This design comes from an exercise in tuning for small area, a short achievable clock period and few clock cycles on the open sky130 flow, not from production work. In this exercise RTL edits were held to simulation tests only and were not proved equivalent to the original. Power is estimated from default activity; no workload was simulated.

==> flow/design.v <==
module rvf_pal_map (
    input  wire [1:0]   width,
    input  wire [7:0]   b,
    input  wire [1:0]   sv,
    input  wire [63:0]  pal,
    output reg  [63:0]  lane
);
    integer l;
    reg [2:0] idx;
    reg [2:0] i3;
    always @(*) begin
        for (l = 0; l < 8; l = l + 1) begin
            case (l)
                0: i3 = b[7:5];
                1: i3 = b[4:2];
                2: i3 = {sv[1:0], b[7]};
                3: i3 = b[6:4];
                4: i3 = b[3:1];
                5: i3 = {sv[0], b[7:6]};
                6: i3 = b[5:3];
                default: i3 = b[2:0];
            endcase
            case (width)
                2'd1:    idx = {2'b00, b[7 - l]};
                2'd2:    idx = {1'b0, b[7 - 2*(l % 4) -: 2]};
                default: idx = i3;
            endcase
            lane[8*l +: 8] = (width == 2'd0) ? b : pal[8*idx +: 8];
        end
    end
endmodule
module rvf_palette_cache #(
    parameter BYTES = 2,
    parameter SLOTS = 16
) (
    input  wire               clk,
    input  wire               we,         
    input  wire [8*BYTES-1:0] wdata,
    output wire [8*BYTES-1:0] rdata       
);
    reg [8*BYTES-1:0] stage [0:SLOTS-1];
    integer i;
    always @(posedge clk) begin
        for (i = 0; i < SLOTS - 1; i = i + 1)
            stage[i] <= stage[i + 1];
        stage[SLOTS - 1] <= we ? wdata : stage[0];
    end
    assign rdata = stage[0];
endmodule
module rvf_block_decoder (
    input  wire         clk,
    input  wire         rst,
    input  wire         start,
    input  wire [15:0]  frame_len,     
    input  wire [12:0]  num_blocks,    
    output wire         idle,
    input  wire         in_valid,
    input  wire [7:0]   in_data,
    output wire         in_ready,
    output wire         out_valid,
    input  wire         out_ready,
    output wire [11:0]  out_pos,
    output wire         out_copy,      
    output wire [127:0] out_data,      
    output wire         done,
    output wire [2:0]   st_kind,
    output wire [3:0]   st_cause,
    output wire [15:0]  st_rpos,
    output wire [12:0]  st_bpos
);
    localparam S_IDLE = 3'd0,
               S_HDR  = 3'd1,    
               S_EXT  = 3'd2,    
               S_CHK  = 3'd3,    
               S_PALB = 3'd4,    
               S_SEL  = 3'd5,    
               S_DATA = 3'd6,    
               S_FIN  = 3'd7;    
    reg        f0v, f1v;
    reg [7:0]  f0d, f1d;
    reg        in_ready_r;
    wire       hv = f0v;
    wire [7:0] hb = f0d;
    wire       push = in_valid && in_ready_r;
    reg        pop;
    reg [2:0]  state;
    reg        idle_r, done_r;
    reg [2:0]  kind_r;
    reg [3:0]  cause_r;
    reg [15:0] rpos_r;      
    reg [15:0] rem;         
    reg [15:0] pcnt;        
    reg [12:0] cbp;         
    reg [12:0] room;        
    reg [3:0]  tag;
    reg [3:0]  lf;
    reg [12:0] cnt;         
    reg [16:0] rf;          
    reg [2:0]  fi;          
    reg [3:0]  bi;          
    reg [1:0]  sv;          
    reg [7:0]  sel;
    reg [63:0] pal;
    reg        c5f;         
    reg        c5o;         
    reg [3:0]  head2, head4, head8;
    reg        full2, full4, full8;
    reg        pw_v;        
    reg [1:0]  pw_c;        
    reg [3:0]  pw_slot;
    reg [3:0]  ph;          
    reg         ov_r;
    reg [11:0]  opos_r;
    reg         ocopy_r;
    reg [127:0] odata_r;
    reg [11:0]  run_left;
    reg         run_act;
    assign idle      = idle_r;
    assign in_ready  = in_ready_r;
    assign out_valid = ov_r;
    assign out_pos   = opos_r;
    assign out_copy  = ocopy_r;
    assign out_data  = odata_r;
    assign done      = done_r;
    assign st_kind   = kind_r;
    assign st_cause  = cause_r;
    assign st_rpos   = rpos_r;
    assign st_bpos   = cbp;
    wire is_skip  = (tag[3:1] == 3'b000);
    wire is_rep   = (tag[3:1] == 3'b001);
    wire is_solid = (tag[3:2] == 2'b01);
    wire is_raw   = (tag[3:1] == 3'b111);
    wire is_pal   = tag[3] && !is_raw;
    wire is_cache = is_pal && tag[0];
    wire [1:0] pw = is_pal ? (tag[2:1] + 2'd1) : 2'd0;    
    wire [3:0] ht      = hb[7:4];
    wire       h_long  = (!ht[3] && ht[0]) || (ht == 4'hF);
    reg  [3:0] h_fix;   
    always @(*) begin
        case (ht)
            4'h4, 4'h5, 4'h6, 4'h7, 4'h9, 4'hB, 4'hD: h_fix = 4'd1;
            4'h8: h_fix = 4'd2;
            4'hA: h_fix = 4'd4;
            4'hC: h_fix = 4'd8;
            default: h_fix = 4'd0;
        endcase
    end
    wire ovr = cnt > room;                  
    wire rf_neg = rf[16];                   
    reg [16:0] nk, rk;
    always @(*) begin
        case (pw)
            2'd1:    begin nk = {11'd0, cnt[4:0], 1'b0};  rk = {11'd0, room[4:0], 1'b0}; end
            2'd2:    begin nk = {10'd0, cnt[4:0], 2'b0};  rk = {10'd0, room[4:0], 2'b0}; end
            2'd3:    begin nk = {10'd0, cnt[4:0], 2'b0} + {11'd0, cnt[4:0], 1'b0};
                           rk = {10'd0, room[4:0], 2'b0} + {11'd0, room[4:0], 1'b0}; end
            default: begin nk = {cnt, 4'b0}; rk = {room, 4'b0}; end
        endcase
    end
    wire trunc = nk > rf;
    wire ovr_first = ovr && (rk <= rf);
    wire [4:0] ccount = (pw == 2'd1) ? {full2, head2 & {4{!full2}}} :
                        (pw == 2'd2) ? {full4, head4 & {4{!full4}}} :
                                       {full8, head8 & {4{!full8}}};
    wire [3:0] chead = (pw == 2'd1) ? head2 : (pw == 2'd2) ? head4 : head8;
    wire [15:0] tap2;
    wire [31:0] tap4;
    wire [63:0] tap8;
    wire pw_hit = pw_v && (ph == pw_slot);
    rvf_palette_cache #(.BYTES(2)) u_cache2 (
        .clk(clk), .we(pw_hit && pw_c == 2'd1), .wdata(pal[15:0]), .rdata(tap2));
    rvf_palette_cache #(.BYTES(4)) u_cache4 (
        .clk(clk), .we(pw_hit && pw_c == 2'd2), .wdata(pal[31:0]), .rdata(tap4));
    rvf_palette_cache #(.BYTES(8)) u_cache8 (
        .clk(clk), .we(pw_hit && pw_c == 2'd3), .wdata(pal[63:0]), .rdata(tap8));
    wire [63:0] tap = (pw == 2'd1) ? {48'd0, tap2} :
                      (pw == 2'd2) ? {32'd0, tap4} : tap8;
    wire [63:0] lane;
    rvf_pal_map u_map (.width(state == S_DATA ? pw : 2'd0), .b(hb), .sv(sv),
                       .pal(pal), .lane(lane));
    wire wmove = !ov_r || out_ready;        
    wire wfree = wmove && !run_act;
    reg  run_go, blk_done;
    reg  [15:0] ben;                        
    reg [15:0] dben;
    reg        last_b;
    integer i;
    always @(*) begin
        for (i = 0; i < 16; i = i + 1) begin
            case (pw)
                2'd1: dben[i] = (bi[0] == i[3]);
                2'd2: dben[i] = (bi[1:0] == i[3:2]);
                2'd3: dben[i] = ((bi >= 4'd3) == i[3]) &&
                                ((bi - ((bi >= 4'd3) ? 4'd3 : 4'd0)) ==
                                 ((i[2:0] < 3'd2) ? 4'd0 : (i[2:0] < 3'd5) ? 4'd1 : 4'd2));
                default: dben[i] = (bi == i[3:0]);
            endcase
        end
        case (pw)
            2'd1:    last_b = (bi == 4'd1);
            2'd2:    last_b = (bi == 4'd3);
            2'd3:    last_b = (bi == 4'd5);
            default: last_b = (bi == 4'd15);
        endcase
    end
    reg       fail;
    reg [2:0] fkind;
    reg [3:0] fcause;
    always @(*) begin
        pop = 1'b0; run_go = 1'b0; blk_done = 1'b0; ben = 16'd0;
        fail = 1'b0; fkind = 3'd0; fcause = 4'd0;
        case (state)
            S_HDR: pop = hv && (rem != 16'd0);
            S_EXT: begin
                if (rem == 16'd0) begin fail = 1'b1; fkind = 3'd1; fcause = 4'd1; end
                else pop = hv;
            end
            S_CHK: begin
                if (is_rep && cbp == 13'd0) begin
                    fail = 1'b1; fkind = 3'd2; fcause = 4'd6;
                end else if (rf_neg && (is_solid || is_pal)) begin
                    fail = 1'b1; fkind = 3'd1;
                    fcause = is_solid ? 4'd4 : is_cache ? 4'd2 : 4'd3;
                end else if ((is_skip || is_rep || is_solid) && ovr) begin
                    fail = 1'b1; fkind = 3'd2; fcause = 4'd8;
                end else if (is_rep) begin
                    run_go = wfree;
                end else if (is_solid) begin
                    run_go = wfree && hv;
                    pop = run_go;
                    ben = {16{run_go}};
                end else if (is_cache) begin
                    pop = hv;
                end else if (is_pal) begin
                    pop = hv && !pw_v;
                end
            end
            S_PALB: pop = hv;
            S_SEL: begin
                if (sel >= {3'd0, ccount}) begin fail = 1'b1; fkind = 3'd2; fcause = 4'd7; end
            end
            S_DATA: begin
                if (c5f) begin
                    fail = 1'b1; fkind = c5o ? 3'd2 : 3'd1; fcause = c5o ? 4'd8 : 4'd5;
                end else begin
                    pop = hv && wfree;
                    ben = pop ? dben : 16'd0;
                    blk_done = pop && last_b;
                end
            end
            default: ;
        endcase
    end
    wire f1v_next = pop ? (f1v && push) : (f1v || (f0v && push));
    always @(posedge clk) begin
        if (rst) begin
            f0v <= 1'b0; f1v <= 1'b0; in_ready_r <= 1'b0;
        end else if (state == S_IDLE) begin
            f0v <= 1'b0; f1v <= 1'b0; in_ready_r <= start;
        end else begin
            if (pop) begin
                if (f1v) begin
                    f0d <= f1d; f0v <= 1'b1;
                    f1v <= push; f1d <= in_data;
                end else begin
                    f0v <= push; f0d <= in_data;
                end
            end else if (!f0v) begin
                f0v <= push; f0d <= in_data;
            end else if (!f1v) begin
                f1v <= push; f1d <= in_data;
            end
            in_ready_r <= !f1v_next && !(state == S_FIN && !run_act && wmove);
        end
    end
    always @(posedge clk) begin
        if (rst) begin
            ov_r <= 1'b0; run_act <= 1'b0;
        end else if (wmove) begin
            if (run_act) begin
                ov_r <= 1'b1;
                opos_r <= opos_r + 12'd1;
                run_left <= run_left - 12'd1;
                run_act <= (run_left != 12'd1);
            end else if (run_go || blk_done) begin
                ov_r <= 1'b1;
                opos_r <= cbp[11:0];
                ocopy_r <= run_go && is_rep;
                run_left <= cnt[11:0] - 12'd1;
                run_act <= run_go && (cnt != 13'd1);
            end else begin
                ov_r <= 1'b0;
            end
        end
    end
    always @(posedge clk) begin
        for (i = 0; i < 16; i = i + 1)
            if (ben[i]) odata_r[8*i +: 8] <= lane[8*(i % 8) +: 8];
    end
    always @(posedge clk) begin
        ph <= ph + 4'd1;
        if (pop) begin
            rem  <= rem - 16'd1;
            pcnt <= pcnt + 16'd1;
        end
        if (rst) begin
            state <= S_IDLE;
            idle_r <= 1'b1;
            done_r <= 1'b0;
            kind_r <= 3'd0;
            cause_r <= 4'd0;
            rpos_r <= 16'd0;
            cbp <= 13'd0;
            ph <= 4'd0;
            pw_v <= 1'b0;
            head2 <= 4'd0; head4 <= 4'd0; head8 <= 4'd0;
            full2 <= 1'b0; full4 <= 1'b0; full8 <= 1'b0;
        end else begin
            done_r <= 1'b0;
            if (pw_hit) pw_v <= 1'b0;
            if (fail) begin
                kind_r  <= fkind;
                cause_r <= fcause;
                state   <= S_FIN;
            end else begin
                case (state)
                    S_IDLE: if (start) begin
                        rem   <= frame_len;
                        pcnt  <= 16'd0;
                        room  <= num_blocks;
                        cbp   <= 13'd0;
                        idle_r <= 1'b0;
                        pw_v  <= 1'b0;
                        head2 <= 4'd0; head4 <= 4'd0; head8 <= 4'd0;
                        full2 <= 1'b0; full4 <= 1'b0; full8 <= 1'b0;
                        state <= S_HDR;
                    end
                    S_HDR: begin
                        if (rem == 16'd0) begin
                            kind_r  <= 3'd0;
                            cause_r <= 4'd0;
                            rpos_r  <= pcnt;
                            state   <= S_FIN;
                        end else if (hv) begin
                            tag    <= hb[7:4];
                            lf     <= hb[3:0];
                            cnt    <= {9'd0, hb[3:0]} + 13'd1;
                            rpos_r <= pcnt;
                            rf     <= {1'b0, rem} - {16'd0, 1'b1} - {16'd0, h_long} - {13'd0, h_fix};
                            state  <= h_long ? S_EXT : S_CHK;
                        end
                    end
                    S_EXT: if (pop) begin
                        cnt   <= {1'b0, lf, hb} + 13'd1;
                        state <= S_CHK;
                    end
                    S_CHK: begin
                        c5f <= ovr || trunc;
                        c5o <= ovr_first;
                        bi  <= 4'd0;
                        fi  <= 3'd1;
                        if (run_go || (is_skip)) begin
                            cbp   <= cbp + cnt;
                            room  <= room - cnt;
                            state <= S_HDR;
                        end else if (is_raw) begin
                            state <= S_DATA;
                        end else if (is_cache) begin
                            if (pop) begin
                                sel   <= hb;
                                state <= S_SEL;
                            end
                        end else if (is_pal) begin
                            if (pop) begin
                                pal[7:0] <= hb;
                                state <= S_PALB;
                            end
                        end
                    end
                    S_PALB: if (pop) begin
                        pal[8*fi +: 8] <= hb;
                        fi <= fi + 3'd1;
                        if (fi == ((pw == 2'd1) ? 3'd1 : (pw == 2'd2) ? 3'd3 : 3'd7)) begin
                            state <= S_DATA;
                            if (!c5f) begin
                                pw_v    <= 1'b1;
                                pw_c    <= pw;
                                pw_slot <= chead;
                                case (pw)
                                    2'd1: begin head2 <= head2 + 4'd1; if (head2 == 4'd15) full2 <= 1'b1; end
                                    2'd2: begin head4 <= head4 + 4'd1; if (head4 == 4'd15) full4 <= 1'b1; end
                                    default: begin head8 <= head8 + 4'd1; if (head8 == 4'd15) full8 <= 1'b1; end
                                endcase
                            end
                        end
                    end
                    S_SEL: if (!pw_v && ph == sel[3:0]) begin
                        pal   <= tap;
                        state <= S_DATA;
                    end
                    S_DATA: if (pop) begin
                        sv <= hb[1:0];
                        bi <= last_b ? 4'd0 : bi + 4'd1;
                        if (blk_done) begin
                            cbp  <= cbp + 13'd1;
                            room <= room - 13'd1;
                            cnt  <= cnt - 13'd1;
                            if (cnt == 13'd1)
                                state <= S_HDR;
                        end
                    end
                    S_FIN: if (!run_act && wmove) begin
                        done_r <= 1'b1;
                        idle_r <= 1'b1;
                        state  <= S_IDLE;
                    end
                    default: state <= S_IDLE;
                endcase
            end
        end
    end
endmodule
==> flow/run.sh <==
#!/bin/bash
# synth_recipe.tcl (not shown) runs the flow's synth.tcl, then flattens the netlist and writes it again
# the make line also repeats each setting of config.mk as NAME=value (left out here)
make -C /OpenROAD-flow-scripts/flow DESIGN_CONFIG=/design/flow/config.mk WORK_HOME=/design/flow/orfs CLKGATE_MAP_FILE= SYNTH_SCRIPT=/design/flow/synth_recipe.tcl finish
==> flow/config.mk <==
export PLATFORM = sky130hd
export DESIGN_NAME = rvf_block_decoder
export DESIGN_NICKNAME = rvf_block_decoder
export VERILOG_FILES = /design/flow/design.v
export SDC_FILE = /design/flow/constraint.sdc
export NUM_CORES = 4
export LEC_CHECK = 0
export CAP_MARGIN = 20
export CORE_MARGIN = 2
export CORE_UTILIZATION = 40
export PLACE_DENSITY = 0.6
export SLEW_MARGIN = 20
==> flow/constraint.sdc <==
create_clock -name core_clock -period 10.0 [get_ports {clk}]
set_input_delay 2.0000 -clock core_clock [delete_from_list [all_inputs] [get_ports {clk}]]
set_output_delay 2.0000 -clock core_clock [all_outputs]
set_load 0.01 [all_outputs]
==> flow_metrics.tcl, run 1 <==
set metrics [dict create \
    hold_violations 0 \
    fillCellCount 13600 \
    clock_path_buffers 3 \
    dieArea_um2 163000 \
    nets 4988 \
    cts_tree "yes" \
    fin_ws_ps 3520 \
    cts.clk_slew.worst_paths_ps 60 \
    grt_pass1_wl_um 216000 \
    power.leakage_nw 29.2 \
    dr.pass1.iters 8 \
    mappedNetlistArea_um2 64000 \
    dieHeight_um 404 \
    syn-num-nets 4722 \
    status "no timing/DRC/antenna violations" \
    ys_ff_latch 2202 \
    final_common_cell "dfxtp_1" \
    die_w_um 404 \
    drive_gt1_frac 0.139 \
    vias 35000 \
    setup_viol 0 \
    grt.overflow.total 0 \
    critPathKind "flip-flop to flip-flop" \
    mostFrequentLayoutCells "1893 x dfxtp_1, 309 x edfxtp_1, 291 x nand2_1" \
    skew_ps 93.7 \
    min-delay-start "u_cache4.stage[11][12]" \
    timing.fmax_mhz 154 \
    area_growth_pct 18.3 \
    period_needed_ps 6480 \
    avgSynthCellArea_um2 14.1 \
    vias_per_cell 4.96 \
    ir_drop_mv 0.186 \
    dp_hpwl_um 97800 \
    path_cells "ha_1, nor2b_1, nand2_1, inv_1, ha_2, buf_4, nand2_1, o31ai_1, a21oi_1, ha_1, a21oi_1, o21ai_0, a21oi_2, o311a_1, a21o_1, a31o_2, nand2b_1, nor4_4, buf_4" \
    powerDensity_nw_per_um2 257 \
    postCtsSetupBuffers 0 \
    antenna_found_initial 4 \
    start_kind "flip-flop" \
    h-tree-depth 4 \
    start_util 0.403 \
    first_global_vias 34200 \
    rows 146 \
    io_pins 223 \
    slew_violations 0 \
    hold_path.class "flip-flop to flip-flop" \
    r2r_start "tag[2]" \
    synth-edff-count 309 \
    diodes 0 \
    max_cap_violations 0 \
    yosysWarnings 8 \
    synth_cell_types 87 \
    fin_crit_sh 0.648 \
    ctsResizeCount 0 \
    relSlewSlack 0.196 \
    grt_max_degree 90 \
    clk_latency_ps 860 \
    rsz0062_at_grt "no" \
    track_usage 0.177 \
    cts.sinks 2202 \
    crit_path_start "tag[2]" \
    worst_ep_required_time_ps 10390 \
    slowest_stage "buf_4" \
    numPortBuffers 221 \
    fin_util 0.477 \
    critPathMaxStageDelay_ps 670 \
    ant_nets 0 \
    fin_setup_tns_ps 0 \
    cts_root_buf "clkbuf_16" \
    gp_congestion 0.961 \
    ctsHoldBuffers 0 \
    r2r_setup_slack_ps 3520 \
    ys.flop_type "dfxtp_1" \
    fp.coreArea_um2 159000 \
    cts-buffers-inserted 197 \
    ys_seq_area_frac 0.737 \
    ys_async_sr_fraction 0 \
    syn_inst 4549 \
    drc 0 \
    crit_path_end_kind "flip-flop" \
    crit_fanout 56 \
    drt-total-wl_um 145000 \
    crit_arrival_ps 6880 \
    wl_per_cell_um 20.6 \
    tightest_slew_ps 1190 \
    place_ws_ps 3690 \
    drtIter0Drc 3085 \
]
stage by stage:
stage          instance area (um2)  power, mW  std cells  hold WS, ps
2_1_floorplan                64000       11.0       4549          310
3_3_place_gp                 68500       11.7       6688          309
3_5_place_dp                 68500       11.7       6688          312
4_1_cts                      75700       19.6       7054          235
5_1_grt                      75800       20.2       7054          243
6_report                     75800       19.5       7054          239
critical path, delay by kind of cell, from the launching register on:
kind / cells / cell delay (ps)
and+or+nand+nor: 5 / 1400
adders and majority gates: 3 / 1210
AOI/OAI and AO/OA: 8 / 1560
buffers and inverters: 3 / 1310
DFF: 1 / 480
area by class of cell:
cell class / instances / area (um2) / share of cell area
inverter: 92 / 345 / 0.00456
clock inverter: 92 / 1300 / 0.0171
timing repair buffer: 276 / 2620 / 0.0346
sequential: 2202 / 47200 / 0.623
multi-input combinational: 2046 / 15800 / 0.209
tap: 2072 / 2590 / 0.0342
clock buffer: 274 / 5900 / 0.0779
per-layer routing:
| layer | track usage | routed length [um] |
|---|---|---|
| met5 | 0 | 0 |
| met1 | 0.233 | 63800 |
| met4 | 0.0885 | 7000 |
| met3 | 0.0393 | 9180 |
| met2 | 0.274 | 65500 |
final timing paths:
kind	cells past startpoint	endpoint
max	19	pal[15]
min reg2reg	0	u_cache4.stage[10][12]
max reg2reg	19	pal[15]
min	0	u_cache4.stage[10][12]
power breakdown:
part | internal, mW | leakage [nW] | switching, mW | total, mW
clock network | 4.65 | 3.52 | 3.30 | 7.95
registers | 9.20 | 18.0 | 0.312 | 9.52
logic | 0.830 | 7.66 | 1.18 | 2.01
total | 14.7 | 29.2 | 4.80 | 19.5
cells in the mapped netlist (all sizes together) (76+ instances only):
library cell	count	area share
mux2i	94	0.015
nand3	79	0.0062
mux4	108	0.038
ha	125	0.024
edfxtp	309	0.14
a21oi	210	0.017
xnor2	76	0.010
clkbuf	166	0.0097
o21ai	142	0.011
nand2	291	0.017
inv	92	0.0054
mux2	153	0.027
nor2	173	0.010
dfxtp	1893	0.59
flip-flops by register name, indices dropped and copies added (netlist names), 13 cells and up:
signal,flops
u_cache8.stage,1024
u_cache4.stage,512
u_cache2.stage,256
odata_r,128
pal,64
rf,17
pcnt,16
rem,16
rpos_r,16
cbp,13
cnt,13
room,13
kinds of logic after synthesis:
group / synth area share
flip-flops: 0.737
AND/OR/NAND/NOR: 0.0582
AO/OA/AOI/OAI: 0.0620
multiplexers: 0.0796
buffers and inverters: 0.0182
XOR/XNOR: 0.0190
adder cells (fa/ha/maj): 0.0263
other: 0.0000586
Testbench counts, summed over its fixed seeds: cycles 102,032.
==> run 2, diff against run 1 <==
--- a/flow/design.v
+++ b/flow/design.v
@@ -91,11 +91,14 @@
     reg [15:0] rem;         
     reg [15:0] pcnt;        
     reg [12:0] cbp;         
+    reg        cbp_z;       
     reg [12:0] room;        
-    reg [3:0]  tag;
+    reg        m_skip, m_rep, m_solid, m_raw, m_pal, m_cache;
+    reg [1:0]  pw;          
     reg [3:0]  lf;
     reg [12:0] cnt;         
-    reg [16:0] rf;          
+    reg        f3_r;        
+    reg        ovr_r;       
     reg [2:0]  fi;          
     reg [3:0]  bi;          
     reg [1:0]  sv;          
@@ -126,13 +129,6 @@
     assign st_cause  = cause_r;
     assign st_rpos   = rpos_r;
     assign st_bpos   = cbp;
-    wire is_skip  = (tag[3:1] == 3'b000);
-    wire is_rep   = (tag[3:1] == 3'b001);
-    wire is_solid = (tag[3:2] == 2'b01);
-    wire is_raw   = (tag[3:1] == 3'b111);
-    wire is_pal   = tag[3] && !is_raw;
-    wire is_cache = is_pal && tag[0];
-    wire [1:0] pw = is_pal ? (tag[2:1] + 2'd1) : 2'd0;    
     wire [3:0] ht      = hb[7:4];
     wire       h_long  = (!ht[3] && ht[0]) || (ht == 4'hF);
     reg  [3:0] h_fix;   
@@ -145,9 +141,10 @@
             default: h_fix = 4'd0;
         endcase
     end
-    wire ovr = cnt > room;                  
-    wire rf_neg = rf[16];                   
-    reg [16:0] nk, rk;
+    wire [3:0] c_fix = (m_solid || m_cache) ? 4'd1 :
+                       !m_pal ? 4'd0 :
+                       (pw == 2'd1) ? 4'd2 : (pw == 2'd2) ? 4'd4 : 4'd8;
+    reg [16:0] nk, rk;      
     always @(*) begin
         case (pw)
             2'd1:    begin nk = {11'd0, cnt[4:0], 1'b0};  rk = {11'd0, room[4:0], 1'b0}; end
@@ -156,9 +153,11 @@
                            rk = {10'd0, room[4:0], 2'b0} + {11'd0, room[4:0], 1'b0}; end
             default: begin nk = {cnt, 4'b0}; rk = {room, 4'b0}; end
         endcase
+        nk = nk + {13'd0, c_fix};
+        rk = rk + {13'd0, c_fix};
     end
-    wire trunc = nk > rf;
-    wire ovr_first = ovr && (rk <= rf);
+    wire trunc     = nk > {1'b0, rem};
+    wire ovr_first = ovr_r && (rk <= {1'b0, rem});
     wire [4:0] ccount = (pw == 2'd1) ? {full2, head2 & {4{!full2}}} :
                         (pw == 2'd2) ? {full4, head4 & {4{!full4}}} :
                                        {full8, head8 & {4{!full8}}};
@@ -178,10 +177,6 @@
     wire [63:0] lane;
     rvf_pal_map u_map (.width(state == S_DATA ? pw : 2'd0), .b(hb), .sv(sv),
                        .pal(pal), .lane(lane));
-    wire wmove = !ov_r || out_ready;        
-    wire wfree = wmove && !run_act;
-    reg  run_go, blk_done;
-    reg  [15:0] ben;                        
     reg [15:0] dben;
     reg        last_b;
     integer i;
@@ -203,6 +198,10 @@
             default: last_b = (bi == 4'd15);
         endcase
     end
+    wire wmove = !ov_r || out_ready;        
+    wire wfree = wmove && !run_act;
+    reg  run_go, blk_done;
+    reg  [15:0] ben;                        
     reg       fail;
     reg [2:0] fkind;
     reg [3:0] fcause;
@@ -216,22 +215,22 @@
                 else pop = hv;
             end
             S_CHK: begin
-                if (is_rep && cbp == 13'd0) begin
+                if (m_rep && cbp_z) begin
                     fail = 1'b1; fkind = 3'd2; fcause = 4'd6;
-                end else if (rf_neg && (is_solid || is_pal)) begin
+                end else if (f3_r && (m_solid || m_pal)) begin
                     fail = 1'b1; fkind = 3'd1;
-                    fcause = is_solid ? 4'd4 : is_cache ? 4'd2 : 4'd3;
-                end else if ((is_skip || is_rep || is_solid) && ovr) begin
+                    fcause = m_solid ? 4'd4 : m_cache ? 4'd2 : 4'd3;
+                end else if ((m_skip || m_rep || m_solid) && ovr_r) begin
                     fail = 1'b1; fkind = 3'd2; fcause = 4'd8;
-                end else if (is_rep) begin
+                end else if (m_rep) begin
                     run_go = wfree;
-                end else if (is_solid) begin
+                end else if (m_solid) begin
                     run_go = wfree && hv;
                     pop = run_go;
                     ben = {16{run_go}};
-                end else if (is_cache) begin
+                end else if (m_cache) begin
                     pop = hv;
-                end else if (is_pal) begin
+                end else if (m_pal) begin
                     pop = hv && !pw_v;
                 end
             end
@@ -285,7 +284,7 @@
             end else if (run_go || blk_done) begin
                 ov_r <= 1'b1;
                 opos_r <= cbp[11:0];
-                ocopy_r <= run_go && is_rep;
+                ocopy_r <= run_go && m_rep;
                 run_left <= cnt[11:0] - 12'd1;
                 run_act <= run_go && (cnt != 13'd1);
             end else begin
@@ -329,6 +328,7 @@
                         pcnt  <= 16'd0;
                         room  <= num_blocks;
                         cbp   <= 13'd0;
+                        cbp_z <= 1'b1;
                         idle_r <= 1'b0;
                         pw_v  <= 1'b0;
                         head2 <= 4'd0; head4 <= 4'd0; head8 <= 4'd0;
@@ -342,35 +342,47 @@
                             rpos_r  <= pcnt;
                             state   <= S_FIN;
                         end else if (hv) begin
-                            tag    <= hb[7:4];
-                            lf     <= hb[3:0];
-                            cnt    <= {9'd0, hb[3:0]} + 13'd1;
-                            rpos_r <= pcnt;
-                            rf     <= {1'b0, rem} - {16'd0, 1'b1} - {16'd0, h_long} - {13'd0, h_fix};
-                            state  <= h_long ? S_EXT : S_CHK;
+                            m_skip  <= (ht[3:1] == 3'b000);
+                            m_rep   <= (ht[3:1] == 3'b001);
+                            m_solid <= (ht[3:2] == 2'b01);
+                            m_raw   <= (ht[3:1] == 3'b111);
+                            m_pal   <= ht[3] && (ht[3:1] != 3'b111);
+                            m_cache <= ht[3] && (ht[3:1] != 3'b111) && ht[0];
+                            pw      <= (ht[3:1] == 3'b100) ? 2'd1 :
+                                       (ht[3:1] == 3'b101) ? 2'd2 :
+                                       (ht[3:1] == 3'b110) ? 2'd3 : 2'd0;
+                            lf      <= hb[3:0];
+                            cnt     <= {9'd0, hb[3:0]} + 13'd1;
+                            f3_r    <= (rem <= {12'd0, h_fix});
+                            ovr_r   <= (room <= {9'd0, hb[3:0]});
+                            rpos_r  <= pcnt;
+                            state   <= h_long ? S_EXT : S_CHK;
                         end
                     end
                     S_EXT: if (pop) begin
                         cnt   <= {1'b0, lf, hb} + 13'd1;
+                        f3_r  <= (rem <= {15'd0, m_solid});
+                        ovr_r <= (room <= {1'b0, lf, hb});
                         state <= S_CHK;
                     end
                     S_CHK: begin
-                        c5f <= ovr || trunc;
+                        c5f <= ovr_r || trunc;
                         c5o <= ovr_first;
                         bi  <= 4'd0;
                         fi  <= 3'd1;
-                        if (run_go || (is_skip)) begin
+                        if (run_go || m_skip) begin
                             cbp   <= cbp + cnt;
+                            cbp_z <= 1'b0;
                             room  <= room - cnt;
                             state <= S_HDR;
-                        end else if (is_raw) begin
+                        end else if (m_raw) begin
                             state <= S_DATA;
-                        end else if (is_cache) begin
+                        end else if (m_cache) begin
                             if (pop) begin
                                 sel   <= hb;
                                 state <= S_SEL;
                             end
-                        end else if (is_pal) begin
+                        end else if (m_pal) begin
                             if (pop) begin
                                 pal[7:0] <= hb;
                                 state <= S_PALB;
@@ -402,9 +414,10 @@
                         sv <= hb[1:0];
                         bi <= last_b ? 4'd0 : bi + 4'd1;
                         if (blk_done) begin
-                            cbp  <= cbp + 13'd1;
-                            room <= room - 13'd1;
-                            cnt  <= cnt - 13'd1;
+                            cbp   <= cbp + 13'd1;
+                            cbp_z <= 1'b0;
+                            room  <= room - 13'd1;
+                            cnt   <= cnt - 13'd1;
                             if (cnt == 13'd1)
                                 state <= S_HDR;
                         end
==> flow_metrics.tcl, run 2 <==
set metrics [dict create \
    p_int_mw 14.5 \
    crit_path_end_kind "flip-flop" \
    ys_async_sr_fraction 0 \
    ys_ff_latch 2192 \
    synth_cell_types 88 \
    io_pins 223 \
    reg2reg_to "c5o" \
    cts_root_buf "clkbuf_16" \
    first_global_vias 33800 \
    largest_register_ffs 1024 \
    swShare 0.248 \
    track_usage 0.183 \
    final_common_cell "dfxtp_1" \
    grt_max_degree 75 \
    multi_input_area_um2 16100 \
    gp_congestion 0.982 \
    slew_violations 0 \
    p_comb_frac 0.100 \
    switchingPower_mw 4.77 \
    tightest_slew_ps 1060 \
    clk_latency_ps 850 \
    numPortBuffers 221 \
    dieArea_um2 163000 \
    avgSynthCellArea_um2 13.8 \
    mappedNetlistArea_um2 64000 \
    start_util 0.403 \
    fin_crit_sh 0.557 \
    ys.flop_type "dfxtp_1" \
    p_clk_frac 0.412 \
    start_kind "flip-flop" \
    crit_path_start "pw[1]" \
    fp.coreArea_um2 159000 \
    crit_arrival_ps 6270 \
    grt_pass1_wl_um 222000 \
    worst_ep_required_time_ps 10700 \
    power.leakage_nw 29.2 \
    r2r_cells 16 \
    drc 0 \
    wl_per_cell_um 21.2 \
    seqPwrFrac 0.488 \
    fillCellCount 13700 \
    hold_path.class "flip-flop to flip-flop" \
    cts.clk_slew.worst_paths_ps 70 \
    period_needed_ps 5570 \
    synth_most_common_cell "dfxtp_1" \
    drive_gt1_frac 0.133 \
    r2r_start "pw[1]" \
    setup_viol 0 \
    powerDensity_nw_per_um2 255 \
    ctsResizeCount 0 \
    syn-num-nets 4811 \
    mostFrequentLayoutCells "1893 x dfxtp_1, 354 x nand2_1, 299 x edfxtp_1" \
    critPathKind "flip-flop to flip-flop" \
    hold_violations 0 \
    die_w_um 404 \
    synth_area_leaders "dfxtp_1 59%, edfxtp_1 14%, mux4_2 3.8%" \
    grt.overflow.total 0 \
    timing.fmax_mhz 180 \
    r2r_setup_slack_ps 4430 \
    reg.largest.list "u_cache8.stage: 1024 flops, u_cache4.stage: 512 flops, u_cache2.stage: 256 flops" \
    place_ws_ps 4450 \
    vias_per_cell 5.01 \
    seqCellArea_um2 46900 \
    yosysTopAreaCellShare 0.592 \
    fin_setup_tns_ps 0 \
    ant_nets 0 \
    cts_tree "yes" \
    area_growth_pct 18.1 \
    cts.sinks 2192 \
    fin_ws_ps 4430 \
    relSlewSlack 0.290 \
    dieHeight_um 404 \
    crit_path_end "c5o" \
    crit_fanout 43 \
    largest-register "u_cache8.stage" \
    max_cap_violations 0 \
    synth-edff-count 299 \
    yosysWarnings 8 \
    ir_drop_mv 0.156 \
    ctsHoldBuffers 0 \
    cts-buffers-inserted 196 \
    yosysTopAreaCell "dfxtp_1" \
    rsz0062_at_grt "no" \
    antenna_found_initial 13 \
    h-tree-depth 4 \
    synth_common_cells "1893 x dfxtp_1, 354 x nand2_1, 299 x edfxtp_1" \
    dp_hpwl_um 103000 \
    skew_ps 61.0 \
    postCtsSetupBuffers 0 \
    nets 5076 \
    clock_path_buffers 3 \
    vias 35800 \
    ys_seq_area_frac 0.732 \
    status "no timing/DRC/antenna violations" \
    syn_inst 4629 \
    rows 146 \
    drt-total-wl_um 152000 \
    drtIter0Drc 3445 \
    dr.pass1.iters 9 \
]
==> run 2: logic make-up (layout without fill, tap and decap cells) <==
| group | Yosys count | in the layout | share of synthesized area |
|---|---|---|---|
| adder cells (fa/ha/maj) | 140 | 140 | 0.0282 |
| AND/OR/NAND/NOR | 921 | 921 | 0.0662 |
| XOR/XNOR | 138 | 138 | 0.0189 |
| multiplexers | 353 | 353 | 0.0791 |
| flip-flops | 2192 | 2192 | 0.732 |
| other | 1 | 3 | 0.0000586 |
| AO/OA/AOI/OAI | 590 | 590 | 0.0578 |
| buffers and inverters | 294 | 730 | 0.0177 |
==> run 2: critical path, cell delays in order, from the launching register on <==
cell,delay [ps]
edfxtp_1,520
inv_1,130
ha_2,700
buf_4,610
a221oi_1,180
o21ai_0,220
nor4b_1,830
nand2_1,240
or2_2,370
mux2i_1,130
ha_1,290
and4_1,210
nand4_1,140
or4_1,550
o221ai_1,110
nand2_1,80
a21oi_1,120
==> run 2: power by group through the flow <==
| stage | combinational, mW | sequential [mW] | clock (mW) |
|---|---|---|---|
| detailed placement | 1.89 | 9.58 | 0 |
| floorplan | 1.37 | 9.40 | 0 |
| global route | 2.09 | 9.39 | 8.47 |
| CTS | 1.90 | 9.38 | 8.11 |
| finish | 1.92 | 9.40 | 7.92 |
| global placement | 1.87 | 9.58 | 0 |
==> run 2: worst min path at each step <==
stage                               start                     to  slack, ps  cells past startpoint
global placement    u_cache8.stage[7][40]  u_cache8.stage[6][40]        310                      0
global route         u_cache4.stage[6][2]   u_cache4.stage[5][2]        280                      0
detailed placement   u_cache4.stage[1][8]   u_cache4.stage[0][8]        310                      0
floorplan            u_cache2.stage[1][0]   u_cache2.stage[0][0]        310                      0
CTS                  u_cache4.stage[6][2]   u_cache4.stage[5][2]        270                      0
finish               u_cache4.stage[6][2]   u_cache4.stage[5][2]        280                      0
==> run 2: final cells by class <==
cell class	count	area share
Inverter	93	0.00462
Tap cell	2072	0.0343
Clock inverter	97	0.0189
Multi-Input combinational cell	2143	0.213
Sequential cell	2192	0.620
Timing Repair Buffer	268	0.0339
Antenna cell	2	0.0000662
Clock buffer	272	0.0751
==> run 2: metal layers <==
| metal | vias up | routed length [um] | global-route usage |
|---|---|---|---|
| li1 | 16600 | - | - |
| met1 | 17300 | 66800 | 0.249 |
| met2 | 1484 | 66500 | 0.281 |
| met3 | 383 | 11900 | 0.0429 |
| met4 | 4 | 6530 | 0.0734 |
| met5 | - | 26 | 0 |
==> run 2: per-stage QoR <==
stage / hold WS, ps / area, um2 / util / power, mW / instances
5_1_grt: 284 / 75600 / 0.476 / 19.9 / 7137
3_5_place_dp: 312 / 68500 / 0.431 / 11.5 / 6768
4_1_cts: 274 / 75600 / 0.476 / 19.4 / 7137
3_3_place_gp: 310 / 68500 / 0.431 / 11.4 / 6768
6_report: 279 / 75600 / 0.476 / 19.2 / 7139
2_1_floorplan: 310 / 64000 / - / 10.8 / 4629
Testbench counts of run 2, summed over its fixed seeds: cycles 102,032.
==> run 3, diff against run 2 <==
--- a/flow/design.v
+++ b/flow/design.v
@@ -5,9 +5,10 @@
     input  wire [63:0]  pal,
     output reg  [63:0]  lane
 );
-    integer l;
+    integer l, e;
     reg [2:0] idx;
     reg [2:0] i3;
+    reg [7:0] oh;
     always @(*) begin
         for (l = 0; l < 8; l = l + 1) begin
             case (l)
@@ -25,7 +26,10 @@
                 2'd2:    idx = {1'b0, b[7 - 2*(l % 4) -: 2]};
                 default: idx = i3;
             endcase
-            lane[8*l +: 8] = (width == 2'd0) ? b : pal[8*idx +: 8];
+            for (e = 0; e < 8; e = e + 1) oh[e] = (idx == e) && (width != 2'd0);
+            lane[8*l +: 8] = (width == 2'd0) ? b : 8'd0;
+            for (e = 0; e < 8; e = e + 1)
+                lane[8*l +: 8] = lane[8*l +: 8] | ({8{oh[e]}} & pal[8*e +: 8]);
         end
     end
 endmodule
@@ -99,6 +103,8 @@
     reg [12:0] cnt;         
     reg        f3_r;        
     reg        ovr_r;       
+    reg [16:0] ck_x;        
+    reg        rem_z;       
     reg [2:0]  fi;          
     reg [3:0]  bi;          
     reg [1:0]  sv;          
@@ -141,23 +147,29 @@
             default: h_fix = 4'd0;
         endcase
     end
-    wire [3:0] c_fix = (m_solid || m_cache) ? 4'd1 :
-                       !m_pal ? 4'd0 :
-                       (pw == 2'd1) ? 4'd2 : (pw == 2'd2) ? 4'd4 : 4'd8;
-    reg [16:0] nk, rk;      
+    wire       h_skip  = (ht[3:1] == 3'b000);
+    wire       h_rep   = (ht[3:1] == 3'b001);
+    wire       h_solid = (ht[3:2] == 2'b01);
+    wire       h_raw   = (ht[3:1] == 3'b111);
+    wire       h_pal   = ht[3] && !h_raw;
+    wire [1:0] h_pw    = (ht[3:1] == 3'b100) ? 2'd1 :
+                         (ht[3:1] == 3'b101) ? 2'd2 :
+                         (ht[3:1] == 3'b110) ? 2'd3 : 2'd0;
+    wire       h_ovr = (room <= {9'd0, hb[3:0]});
+    wire [4:0] h_c1  = {1'b0, hb[3:0]} + 5'd1;
+    wire [4:0] h_m   = h_ovr ? room[4:0] : h_c1;      
+    reg  [16:0] h_x;
     always @(*) begin
-        case (pw)
-            2'd1:    begin nk = {11'd0, cnt[4:0], 1'b0};  rk = {11'd0, room[4:0], 1'b0}; end
-            2'd2:    begin nk = {10'd0, cnt[4:0], 2'b0};  rk = {10'd0, room[4:0], 2'b0}; end
-            2'd3:    begin nk = {10'd0, cnt[4:0], 2'b0} + {11'd0, cnt[4:0], 1'b0};
-                           rk = {10'd0, room[4:0], 2'b0} + {11'd0, room[4:0], 1'b0}; end
-            default: begin nk = {cnt, 4'b0}; rk = {room, 4'b0}; end
+        case (h_pw)
+            2'd1:    h_x = {11'd0, h_m, 1'b0} + {13'd0, h_fix};
+            2'd2:    h_x = {10'd0, h_m, 2'b0} + {13'd0, h_fix};
+            2'd3:    h_x = {10'd0, h_m, 2'b0} + {11'd0, h_m, 1'b0} + {13'd0, h_fix};
+            default: h_x = h_ovr ? {room, 4'b0} : {8'd0, h_c1, 4'b0};    
         endcase
-        nk = nk + {13'd0, c_fix};
-        rk = rk + {13'd0, c_fix};
     end
-    wire trunc     = nk > {1'b0, rem};
-    wire ovr_first = ovr_r && (rk <= {1'b0, rem});
+    wire [12:0] e_c1  = {1'b0, lf, hb} + 13'd1;
+    wire        e_ovr = (room <= {1'b0, lf, hb});
+    wire [16:0] e_x   = e_ovr ? {room, 4'b0} : {e_c1, 4'b0};
     wire [4:0] ccount = (pw == 2'd1) ? {full2, head2 & {4{!full2}}} :
                         (pw == 2'd2) ? {full4, head4 & {4{!full4}}} :
                                        {full8, head8 & {4{!full8}}};
@@ -209,9 +221,9 @@
         pop = 1'b0; run_go = 1'b0; blk_done = 1'b0; ben = 16'd0;
         fail = 1'b0; fkind = 3'd0; fcause = 4'd0;
         case (state)
-            S_HDR: pop = hv && (rem != 16'd0);
+            S_HDR: pop = hv && !rem_z;
             S_EXT: begin
-                if (rem == 16'd0) begin fail = 1'b1; fkind = 3'd1; fcause = 4'd1; end
+                if (rem_z) begin fail = 1'b1; fkind = 3'd1; fcause = 4'd1; end
                 else pop = hv;
             end
             S_CHK: begin
@@ -299,8 +311,9 @@
     always @(posedge clk) begin
         ph <= ph + 4'd1;
         if (pop) begin
-            rem  <= rem - 16'd1;
-            pcnt <= pcnt + 16'd1;
+            rem   <= rem - 16'd1;
+            rem_z <= (rem == 16'd1);
+            pcnt  <= pcnt + 16'd1;
         end
         if (rst) begin
             state <= S_IDLE;
@@ -325,6 +338,7 @@
                 case (state)
                     S_IDLE: if (start) begin
                         rem   <= frame_len;
+                        rem_z <= (frame_len == 16'd0);
                         pcnt  <= 16'd0;
                         room  <= num_blocks;
                         cbp   <= 13'd0;
@@ -336,38 +350,38 @@
                         state <= S_HDR;
                     end
                     S_HDR: begin
-                        if (rem == 16'd0) begin
+                        if (rem_z) begin
                             kind_r  <= 3'd0;
                             cause_r <= 4'd0;
                             rpos_r  <= pcnt;
                             state   <= S_FIN;
                         end else if (hv) begin
-                            m_skip  <= (ht[3:1] == 3'b000);
-                            m_rep   <= (ht[3:1] == 3'b001);
-                            m_solid <= (ht[3:2] == 2'b01);
-                            m_raw   <= (ht[3:1] == 3'b111);
-                            m_pal   <= ht[3] && (ht[3:1] != 3'b111);
-                            m_cache <= ht[3] && (ht[3:1] != 3'b111) && ht[0];
-                            pw      <= (ht[3:1] == 3'b100) ? 2'd1 :
-                                       (ht[3:1] == 3'b101) ? 2'd2 :
-                                       (ht[3:1] == 3'b110) ? 2'd3 : 2'd0;
+                            m_skip  <= h_skip;
+                            m_rep   <= h_rep;
+                            m_solid <= h_solid;
+                            m_raw   <= h_raw;
+                            m_pal   <= h_pal;
+                            m_cache <= h_pal && ht[0];
+                            pw      <= h_pw;
                             lf      <= hb[3:0];
                             cnt     <= {9'd0, hb[3:0]} + 13'd1;
                             f3_r    <= (rem <= {12'd0, h_fix});
-                            ovr_r   <= (room <= {9'd0, hb[3:0]});
+                            ovr_r   <= h_ovr;
+                            ck_x    <= h_x;
                             rpos_r  <= pcnt;
                             state   <= h_long ? S_EXT : S_CHK;
                         end
                     end
                     S_EXT: if (pop) begin
-                        cnt   <= {1'b0, lf, hb} + 13'd1;
+                        cnt   <= e_c1;
                         f3_r  <= (rem <= {15'd0, m_solid});
-                        ovr_r <= (room <= {1'b0, lf, hb});
+                        ovr_r <= e_ovr;
+                        ck_x  <= e_x;
                         state <= S_CHK;
                     end
                     S_CHK: begin
-                        c5f <= ovr_r || trunc;
-                        c5o <= ovr_first;
+                        c5f <= ovr_r || (ck_x > {1'b0, rem});
+                        c5o <= ovr_r && !(ck_x > {1'b0, rem});
                         bi  <= 4'd0;
                         fi  <= 3'd1;
                         if (run_go || m_skip) begin
--- a/flow/config.mk
+++ b/flow/config.mk
@@ -5,8 +5,10 @@
 export SDC_FILE = /design/flow/constraint.sdc
 export NUM_CORES = 4
 export LEC_CHECK = 0
+export ABC_CLOCK_PERIOD_IN_PS = 3500
 export CAP_MARGIN = 20
 export CORE_MARGIN = 2
 export CORE_UTILIZATION = 40
 export PLACE_DENSITY = 0.6
+export SETUP_SLACK_MARGIN = 5
 export SLEW_MARGIN = 20
==> flow_metrics.tcl, run 3 <==
set metrics [dict create \
    rsz0062_at_grt "no" \
    mostFrequentLayoutCells "1893 x dfxtp_1, 360 x nand2_1, 316 x edfxtp_1" \
    syn_inst 4792 \
    grt_max_degree 66 \
    track_usage 0.195 \
    first_global_vias 35400 \
    seqPwrFrac 0.489 \
    path_cells "inv_1, ha_4, buf_6, nor2b_1, a22o_1, a21oi_1, ha_1, a21oi_1, o21ai_0, a21oi_2, nand2_4, nor2_1, o21ai_4, nor3b_4, clkbuf_8" \
    slew_violations 0 \
    start_kind "flip-flop" \
    io_pins 223 \
    yosysWarnings 8 \
    ys_ff_latch 2210 \
    skew_ps 69.2 \
    drtIter0Drc 3858 \
    timing.fmax_mhz 209 \
    swShare 0.258 \
    vias_per_cell 5.07 \
    fin_area_um2 75600 \
    p_clk_frac 0.403 \
    power.leakage_nw 28.8 \
    relSlewSlack 0.173 \
    mappedNetlistArea_um2 63700 \
    worst_ep_required_time_ps 10420 \
    drive_gt1_frac 0.123 \
    switchingPower_mw 5.07 \
    cts_tree "yes" \
    power_mw 19.6 \
    p_int_mw 14.6 \
    cts_root_buf "clkbuf_16" \
    synth_common_cells "1894 x dfxtp_1, 360 x nand2_1, 316 x edfxtp_1" \
    antenna_found_initial 4 \
    dieHeight_um 403 \
    cpMostUsedCell "a21oi_1" \
    ctsHoldBuffers 0 \
    largest-register "u_cache8.stage" \
    ant_nets 0 \
    status "no timing/DRC/antenna violations" \
    synth-edff-count 316 \
    yosysTopAreaCell "dfxtp_1" \
    clk_latency_ps 840 \
    h-tree-depth 4 \
    synth_cell_types 87 \
    fin_setup_tns_ps 0 \
    crit_arrival_ps 5200 \
    reg.largest.list "u_cache8.stage: 1024 flops, u_cache4.stage: 512 flops, u_cache2.stage: 256 flops" \
    ys.flop_type "dfxtp_1" \
    seqCellArea_um2 47400 \
    period_needed_ps 4780 \
    grt.overflow.total 0 \
    dieArea_um2 163000 \
    numPortBuffers 221 \
    ys_seq_area_frac 0.744 \
    dp_hpwl_um 109000 \
    hold_path.class "flip-flop to flip-flop" \
    grt_pass1_wl_um 234000 \
    rows 146 \
    fp.coreArea_um2 158000 \
    gp_congestion 0.959 \
    avgSynthCellArea_um2 13.3 \
    drc 0 \
    start_util 0.402 \
    cts-buffers-inserted 201 \
    area_growth_pct 18.6 \
    critPathKind "flip-flop to flip-flop" \
    dr.pass1.iters 7 \
    vias 37000 \
    fin_crit_sh 0.478 \
    crit_path_end_kind "flip-flop" \
    ys_async_sr_fraction 0 \
    setup_viol 0 \
    powerDensity_nw_per_um2 260 \
    syn-num-nets 4953 \
    cts.sinks 2210 \
    place_area_um2 68200 \
    cts.clk_slew.worst_paths_ps 60 \
    drt-total-wl_um 160000 \
    clock_path_buffers 3 \
    fillCellCount 13700 \
    ir_drop_mv 0.173 \
    largest_register_ffs 1024 \
    nets 5201 \
    synth_most_common_cell "dfxtp_1" \
    p_comb_frac 0.108 \
    slowest_stage "edfxtp_1" \
    final_common_cell "dfxtp_1" \
    hold_violations 0 \
    crit_fanout 56 \
    yosysTopAreaCellShare 0.595 \
    die_w_um 403 \
    max_cap_violations 0 \
    critPathMaxStageDelay_ps 490 \
    multi_input_area_um2 15400 \
    wl_per_cell_um 22.0 \
    tightest_slew_ps 1230 \
    synth_area_leaders "dfxtp_1 59%, edfxtp_1 15%, mux2_2 2.7%" \
]
run 3: changes by cell type in the layout (fill, tap and decap cells not counted), sizes merged, moves of 17 or more:
cell | before | now
o21ai | 128 | 187
a222oi | 4 | 32
a221o | 3 | 29
ha | 133 | 111
mux4 | 108 | 4
edfxtp | 299 | 316
a22oi | 62 | 115
buf | 48 | 65
clkbuf | 272 | 289
xor2 | 66 | 44
a22o | 3 | 35
mux2i | 106 | 81
nor3 | 42 | 70
run 3: cell families (layout without fill, tap and decap cells):
family | after synthesis | in the layout | share of synthesized area
AOI/OAI and AO/OA | 793 | 793 | 0.0832
xor gates and xnor gates | 113 | 113 | 0.0155
adders and majority gates | 119 | 119 | 0.0243
buffers and inverters | 334 | 754 | 0.0200
DFF | 2210 | 2210 | 0.744
muxes | 239 | 239 | 0.0413
other | 1 | 9 | 0.0000588
and+or+nand+nor | 983 | 985 | 0.0718
run 3: power groups by stage:
stage / clock network [mW] / logic [mW] / registers, mW
2_1_floorplan: 0 / 1.43 / 9.54
3_3_place_gp: 0 / 2.02 / 9.77
3_5_place_dp: 0 / 2.04 / 9.77
4_1_cts: 8.09 / 2.08 / 9.57
5_1_grt: 8.46 / 2.30 / 9.59
6_report: 7.91 / 2.12 / 9.59
run 3: layout make-up:
cell class	instances	share of cell area
Inverter	91	0.00463
Tap cell	2072	0.0343
Clock inverter	89	0.0136
Sequential cell	2210	0.627
Antenna cell	8	0.000265
Clock buffer	288	0.0808
Multi-Input combinational cell	2250	0.203
Timing Repair Buffer	286	0.0360
run 3: per-layer routing:
metal	vias up	wire length, um	global-route usage
met2	1542	72400	0.308
met4	0	6670	0.0823
li1	17300	-	-
met1	17900	69000	0.257
met5	-	0	0
met3	325	12300	0.0441
run 3: worst paths after layout:
path,start,to,slack [ps],cells after the start
worst max-delay path,pw[1],pal[57],5220,15
worst min-delay path,u_cache8.stage[10][34],u_cache8.stage[9][34],280,0
worst min register to register,u_cache8.stage[10][34],u_cache8.stage[9][34],280,0
worst max register to register,pw[1],pal[57],5220,15
run 3: metrics by stage:
stage	hold slack, ps	setup slack [ps]	util	std cells
6_report	280	5220	0.477	7294
5_1_grt	286	5020	0.477	7286
4_1_cts	284	5050	0.476	7283
3_5_place_dp	312	3930	0.431	6903
3_3_place_gp	310	4050	0.431	6901
2_1_floorplan	310	4790	-	4792
run 3: critical path: cells and delay by family, from the launching register on:
family,cells,cell delay [ps]
fa+ha+maj,2,640
flops,1,490
buf+inv,3,1020
compound gates,6,1030
simple gates,4,1090
run 3: repair_timing:
action | CTS | global route
endpoints found under the setup margin | 254 | 216
resized for setup | 17 | 19
buffers inserted | 1 | 2
gates cloned | 2 | 0
pin swaps | 2 | 0
Testbench counts of run 3, summed over its fixed seeds: cycles 102,032.
==> run 4, diff against run 3 <==
--- a/flow/config.mk
+++ b/flow/config.mk
@@ -5,10 +5,8 @@
 export SDC_FILE = /design/flow/constraint.sdc
 export NUM_CORES = 4
 export LEC_CHECK = 0
-export ABC_CLOCK_PERIOD_IN_PS = 3500
 export CAP_MARGIN = 20
 export CORE_MARGIN = 2
 export CORE_UTILIZATION = 40
 export PLACE_DENSITY = 0.6
-export SETUP_SLACK_MARGIN = 5
 export SLEW_MARGIN = 20
==> flow_metrics.tcl, run 4 <==
set metrics [dict create \
    ys.flop_type "dfxtp_1" \
    crit_path_end_kind "flip-flop" \
    grt.overflow.total 0 \
    area_growth_pct 18.2 \
    crit_arrival_ps 6190 \
    ys_seq_area_frac 0.744 \
    max_cap_violations 0 \
    cts-buffers-inserted 198 \
    postCtsSetupBuffers 0 \
    dr.pass1.iters 6 \
    dieArea_um2 163000 \
    drive_gt1_frac 0.117 \
    clk_latency_ps 830 \
    min-delay-start "u_cache8.stage[1][50]" \
    r2r_setup_slack_ps 4320 \
    drtIter0Drc 3547 \
    cts.clk_slew.worst_paths_ps 70 \
    hold_depth 0 \
    gp_congestion 0.962 \
    clock_path_buffers 3 \
    relSlewSlack 0.199 \
    ir_drop_mv 0.169 \
    hold_violations 0 \
    reg.largest.list "u_cache8.stage: 1024 flops, u_cache4.stage: 512 flops, u_cache2.stage: 256 flops" \
    yosysTopAreaCell "dfxtp_1" \
    setup_viol 0 \
    vias 37000 \
    timing.fmax_mhz 176 \
    ys_ff_latch 2210 \
    synth_common_cells "1894 x dfxtp_1, 360 x nand2_1, 316 x edfxtp_1" \
    fin_setup_tns_ps 0 \
    path_cells "nand2b_1, nor2_1, nand2_1, ha_1, clkinv_1, a21oi_2, mux2_2, a222oi_1, nand3_1" \
    wl_per_cell_um 21.9 \
    tightest_slew_ps 1190 \
    grt_pass1_wl_um 231000 \
    r2r_start "state[1]" \
    drc 0 \
    rows 146 \
    status "no timing/DRC/antenna violations" \
    drt-total-wl_um 159000 \
    dp_hpwl_um 108000 \
    mappedNetlistArea_um2 63700 \
    start_kind "flip-flop" \
    powerDensity_nw_per_um2 260 \
    fin_area_um2 75300 \
    ctsHoldBuffers 0 \
    ctsResizeCount 0 \
    dp_cells 6909 \
    synth_area_leaders "dfxtp_1 59%, edfxtp_1 15%, mux2_2 2.7%" \
    track_usage 0.192 \
    antenna_found_initial 9 \
    rsz0062_at_grt "no" \
    place_area_um2 68200 \
    place_ws_ps 3830 \
    largest_register_ffs 1024 \
    skew_ps 66.1 \
    dieHeight_um 403 \
    nets 5198 \
    critPathKind "flip-flop to flip-flop" \
    fp.coreArea_um2 158000 \
    h-tree-depth 4 \
    ant_nets 0 \
    fin_cells 7287 \
    syn-num-nets 4953 \
    slowest_stage "a21oi_2" \
    synth-edff-count 316 \
    crit_fanout 21 \
    io_pins 223 \
    yosysWarnings 8 \
    period_needed_ps 5680 \
    cts_tree "yes" \
    synth_cell_types 87 \
    cts.sinks 2210 \
    power.leakage_nw 28.8 \
    vias_per_cell 5.07 \
    r2r_cells 9 \
    final_common_cell "dfxtp_1" \
    yosysTopAreaCellShare 0.595 \
    start_util 0.402 \
    fin_crit_sh 0.568 \
    cts_root_buf "clkbuf_16" \
    ys_async_sr_fraction 0 \
    grt_max_degree 69 \
    mostFrequentLayoutCells "1894 x dfxtp_1, 360 x nand2_1, 316 x edfxtp_1" \
    min_to "u_cache8.stage[0][50]" \
    reg2reg_to "odata_r[34]" \
    numPortBuffers 221 \
    critPathMaxStageDelay_ps 930 \
    die_w_um 403 \
    worst_ep_required_time_ps 10510 \
    fin_ws_ps 4320 \
    avgSynthCellArea_um2 13.3 \
    largest-register "u_cache8.stage" \
    syn_inst 4792 \
    slew_violations 0 \
    first_global_vias 35100 \
    hold_path.class "flip-flop to flip-flop" \
    synth_most_common_cell "dfxtp_1" \
]
## run 4: critical path, delay by kind of cell (launching register included)
kind	cells	cell delay, ps
AND/OR/NAND/NOR	4	1280
AO/OA/AOI/OAI	2	1260
adder cells (fa/ha/maj)	1	860
flip-flops	1	790
buffers and inverters	1	750
multiplexers	1	410
## run 4: worst max path at each step
| stage | start | to | cells after the start |
|---|---|---|---|
| 2_1_floorplan | out_ready | pal[10] | 9 |
| 6_report | state[1] | odata_r[34] | 9 |
| 4_1_cts | state[1] | odata_r[35] | 9 |
| 3_3_place_gp | out_ready | room[4] | 7 |
| 5_1_grt | state[1] | odata_r[34] | 9 |
| 3_5_place_dp | out_ready | room[6] | 7 |
## run 4: cell families after synthesis
| logic type | count (synthesis) | share of synthesized area |
|---|---|---|
| compound gates | 793 | 0.0832 |
| xor+xnor | 113 | 0.0155 |
| fa+ha+maj | 119 | 0.0243 |
| buf+inv | 334 | 0.0200 |
| flops | 2210 | 0.744 |
| mux | 239 | 0.0413 |
| other cells | 1 | 0.0000588 |
| simple gates | 983 | 0.0718 |
## run 4: stage by stage
stage,hold slack [ps],util,power [mW]
6_report,281,0.476,19.6
5_1_grt,286,0.476,20.3
4_1_cts,285,0.476,19.7
3_5_place_dp,312,0.431,11.8
3_3_place_gp,309,0.431,11.8
2_1_floorplan,310,-,11.0
## run 4: per-layer routing
metal | part of all wire | global-route usage | up-vias
met4 | 0.052 | 0.100 | 0
met5 | 0 | 0 | -
li1 | - | - | 17200
met1 | 0.43 | 0.254 | 17900
met3 | 0.070 | 0.0371 | 385
met2 | 0.45 | 0.301 | 1491
## run 4: power breakdown
group | internal (mW) | switching, mW | leakage (nW)
Combinational | 0.694 | 1.38 | 7.21
Sequential | 9.27 | 0.350 | 18.1
Clock | 4.59 | 3.28 | 3.48
Total | 14.5 | 5.01 | 28.8
## run 4: cell type report
| type | count | area, um2 |
|---|---|---|
| diodes | 6 | 15.0 |
| clock buffers | 280 | 5940 |
| clock inverters | 92 | 1140 |
| fillers | 13700 | 83000 |
| inverters | 91 | 342 |
| multi-input cells | 2248 | 15200 |
| flip-flops and latches | 2210 | 47400 |
| well taps | 2072 | 2590 |
| repair buffers | 288 | 2710 |
==> run 5, diff against run 4 <==
==> flow/flow/run.sh (new file) <==
#!/bin/bash
# Standard layout (the standard.sh: ORFS with the standard synthesis) with
# stronger setup repair and plain buffers on the ports. make's output goes to
# flow_make.log; ORFS keeps each step's log under orfs/logs.
set -euo pipefail
bash standard.sh \
  SETUP_SLACK_MARGIN=6.5 \
  "BUFFER_PORTS_ARGS=-buffer_cell sky130_fd_sc_hd__buf_2" \
  finish > flow_make.log 2>&1
==> flow/standard.sh (new file) <==
#!/bin/bash
# synth_recipe.tcl (not shown) runs the flow's synth.tcl, then flattens the netlist and writes it again
# the make line also repeats each setting of config.mk as NAME=value (left out here)
make -C /OpenROAD-flow-scripts/flow DESIGN_CONFIG=/design/flow/config.mk WORK_HOME=/design/flow/orfs CLKGATE_MAP_FILE= SYNTH_SCRIPT=/design/flow/synth_recipe.tcl "${@:-finish}"
removed: flow/run.sh
==> flow_metrics.tcl, run 5 <==
set metrics [dict create \
    status "no timing/DRC/antenna violations" \
    tightest_slew_ps 1110 \
    yosysTopAreaCell "dfxtp_1" \
    relSlewSlack 0.257 \
    wl_per_cell_um 22.8 \
    mostFrequentLayoutCells "1882 x dfxtp_1, 352 x nand2_1, 316 x edfxtp_1" \
    crit_path_end_kind "flip-flop" \
    power.leakage_nw 29.9 \
    period_needed_ps 4200 \
    clk_latency_ps 840 \
    crit_fanout 11 \
    ant_nets 0 \
    fin_util 0.485 \
    area_growth_pct 20.5 \
    syn_inst 4792 \
    ys_ff_latch 2210 \
    slew_violations 0 \
    yosysTopAreaCellShare 0.595 \
    start_util 0.402 \
    yosysWarnings 8 \
    vias_per_cell 5.13 \
    crit_path_start "f0d[2]" \
    largest-register "u_cache8.stage" \
    largest_register_ffs 1024 \
    skew_ps 71.2 \
    ir_drop_mv 0.171 \
    cts_root_buf "clkbuf_16" \
    grt_pass1_wl_um 243000 \
    cts.sinks 2210 \
    hold_violations 0 \
    fp.coreArea_um2 158000 \
    h-tree-depth 4 \
    dieHeight_um 403 \
    critPathKind "flip-flop to flip-flop" \
    worst_ep_required_time_ps 10530 \
    drive_gt1_frac 0.212 \
    fin_cells 7425 \
    drc 0 \
    synth_cell_types 87 \
    dr.pass1.iters 10 \
    numPortBuffers 221 \
    max_cap_violations 0 \
    fin_ws_ps 5800 \
    r2r_start "f0d[2]" \
    mappedNetlistArea_um2 63700 \
    setup_viol 0 \
    clock_path_buffers 3 \
    powerDensity_nw_per_um2 260 \
    synth_common_cells "1894 x dfxtp_1, 360 x nand2_1, 316 x edfxtp_1" \
    synth-edff-count 316 \
    fin_crit_sh 0.420 \
    grt_max_degree 66 \
    rsz0062_at_grt "yes" \
    cts_tree "yes" \
    rows 146 \
    min-delay-start "u_cache8.stage[1][44]" \
    hold_path.class "flip-flop to flip-flop" \
    start_kind "flip-flop" \
    place_ws_ps 4390 \
    fin_setup_tns_ps 0 \
    cts.clk_slew.worst_paths_ps 70 \
    synth_most_common_cell "dfxtp_1" \
    first_global_vias 36500 \
    reg.largest.list "u_cache8.stage: 1024 flops, u_cache4.stage: 512 flops, u_cache2.stage: 256 flops" \
    syn-num-nets 4953 \
    ys.flop_type "dfxtp_1" \
    vias 38100 \
    drt-total-wl_um 169000 \
    avgSynthCellArea_um2 13.3 \
    io_pins 223 \
    dp_hpwl_um 111000 \
    timing.fmax_mhz 238 \
    ctsHoldBuffers 0 \
    ys_seq_area_frac 0.744 \
    crit_arrival_ps 4730 \
    track_usage 0.203 \
    synth_area_leaders "dfxtp_1 59%, edfxtp_1 15%, mux2_2 2.7%" \
    final_common_cell "dfxtp_1" \
    gp_congestion 0.966 \
    drtIter0Drc 3650 \
    antenna_found_initial 15 \
    die_w_um 403 \
    nets 5338 \
    grt.overflow.total 0 \
    dieArea_um2 163000 \
    dp_cells 6912 \
    ys_async_sr_fraction 0 \
    cts-buffers-inserted 199 \
]
## run 5: cell counts after synthesis
Identical to the previous run, type by type.
## run 5: logic make-up after synthesis
kind of cell / share of synthesized area
xor gates and xnor gates: 0.0155
buffers and inverters: 0.0200
DFF: 0.744
adders and majority gates: 0.0243
AOI/OAI and AO/OA: 0.0832
muxes: 0.0413
and+or+nand+nor: 0.0718
other: 0.0000588
## run 5: layer usage
layer	global-route usage	vias up	share of wire
li1	-	17500	-
met1	0.265	18500	0.42
met2	0.309	1636	0.43
met3	0.0600	433	0.094
met4	0.0978	0	0.053
met5	0	-	0
## run 5: metrics by stage
stage | power (mW) | instance area [um2] | hold WS (ps)
finish | 20.0 | 76800 | 295
global route | 20.7 | 76800 | 291
CTS | 20.0 | 76000 | 288
detailed placement | 11.9 | 67500 | 312
global placement | 11.9 | 67500 | 309
floorplan | 11.1 | 64300 | 310
## run 5: worst paths after layout
check                                              to  slack [ps]  depth (start not counted)
worst max-delay path                          ck_x[6]        5800                         21
worst min-delay path            u_cache8.stage[0][44]         290                          0
worst max register to register                ck_x[6]        5800                         21
worst min register to register  u_cache8.stage[0][44]         290                          0
## run 5: final cells by class
class                           instances  area (um2)
Fill cell                           13700       81600
Antenna cell                            6        15.0
Clock inverter                         80        1130
Sequential cell                      2210       47400
Timing Repair Buffer                  423        3200
Inverter                               91         374
Clock buffer                          291        5870
Tap cell                             2072        2590
Multi-Input combinational cell       2252       16200
## run 5: where the power goes
part / switching, mW / internal [mW]
clock: 3.27 / 4.54
sequential: 0.337 / 9.27
combinational: 1.62 / 0.955
## run 5: what timing repair did
item                                    CTS  global route
endpoints found under the setup margin  531           383
setup buffers                            76            42
gates resized for setup                 153            89
pin swaps                                39            30
gates cloned                             12             6
## run 5: critical path, stage by stage, from the launching register on
cell	delay, ps
edfxtp_1	400
buf_12	170
clkinvlp_4	160
ha_1	330
nand4_1	130
a21boi_4	180
or2_4	310
a21o_4	250
inv_2	60
fa_2	420
inv_2	80
ha_4	140
inv_2	40
fa_2	390
inv_2	50
a21o_1	120
a21oi_2	60
xnor2_1	120
a21oi_1	120
nand2b_1	120
o2111a_1	190
a21oi_1	50

## separate check: timing with driven ports
Ports are ideal in the flow. The routed layouts listed here were re-timed in OpenROAD. Step 1: set_driving_cell puts a clkbuf_16 on clk and a buf_2 on each other input, an assumption about the parent block. Step 2 times the ports against the registers' clock, not the clock port: input delays grow and output delays shrink by t, the midpoint of the rising clock arrivals with the driver on. a / b / c = no drivers / after step 1 / after step 2; a / b = the first two.
run	t, ns	setup WS [ns]	hold WS [ns]	cell pins on the clock port's net
run 1	0.896	3.516 / 3.516 / 3.516	0.239 / 0.239 / 0.239	1
run 2	0.891	4.430 / 4.430 / 4.358	0.279 / 0.279 / 0.279	1
run 3	0.893	5.219 / 5.219 / 4.543	0.280 / 0.280 / 0.280	1
run 4	0.883	4.315 / 4.315 / 4.120	0.281 / 0.281 / 0.281	1
run 5	0.875	5.799 / 5.799 / 5.552	0.295 / 0.295 / 0.295	1
After both steps every run listed still meets setup and hold. The setup slack of run 3, which loses most, moves by 0.000 ns with the drivers and by -0.676 ns with both steps.
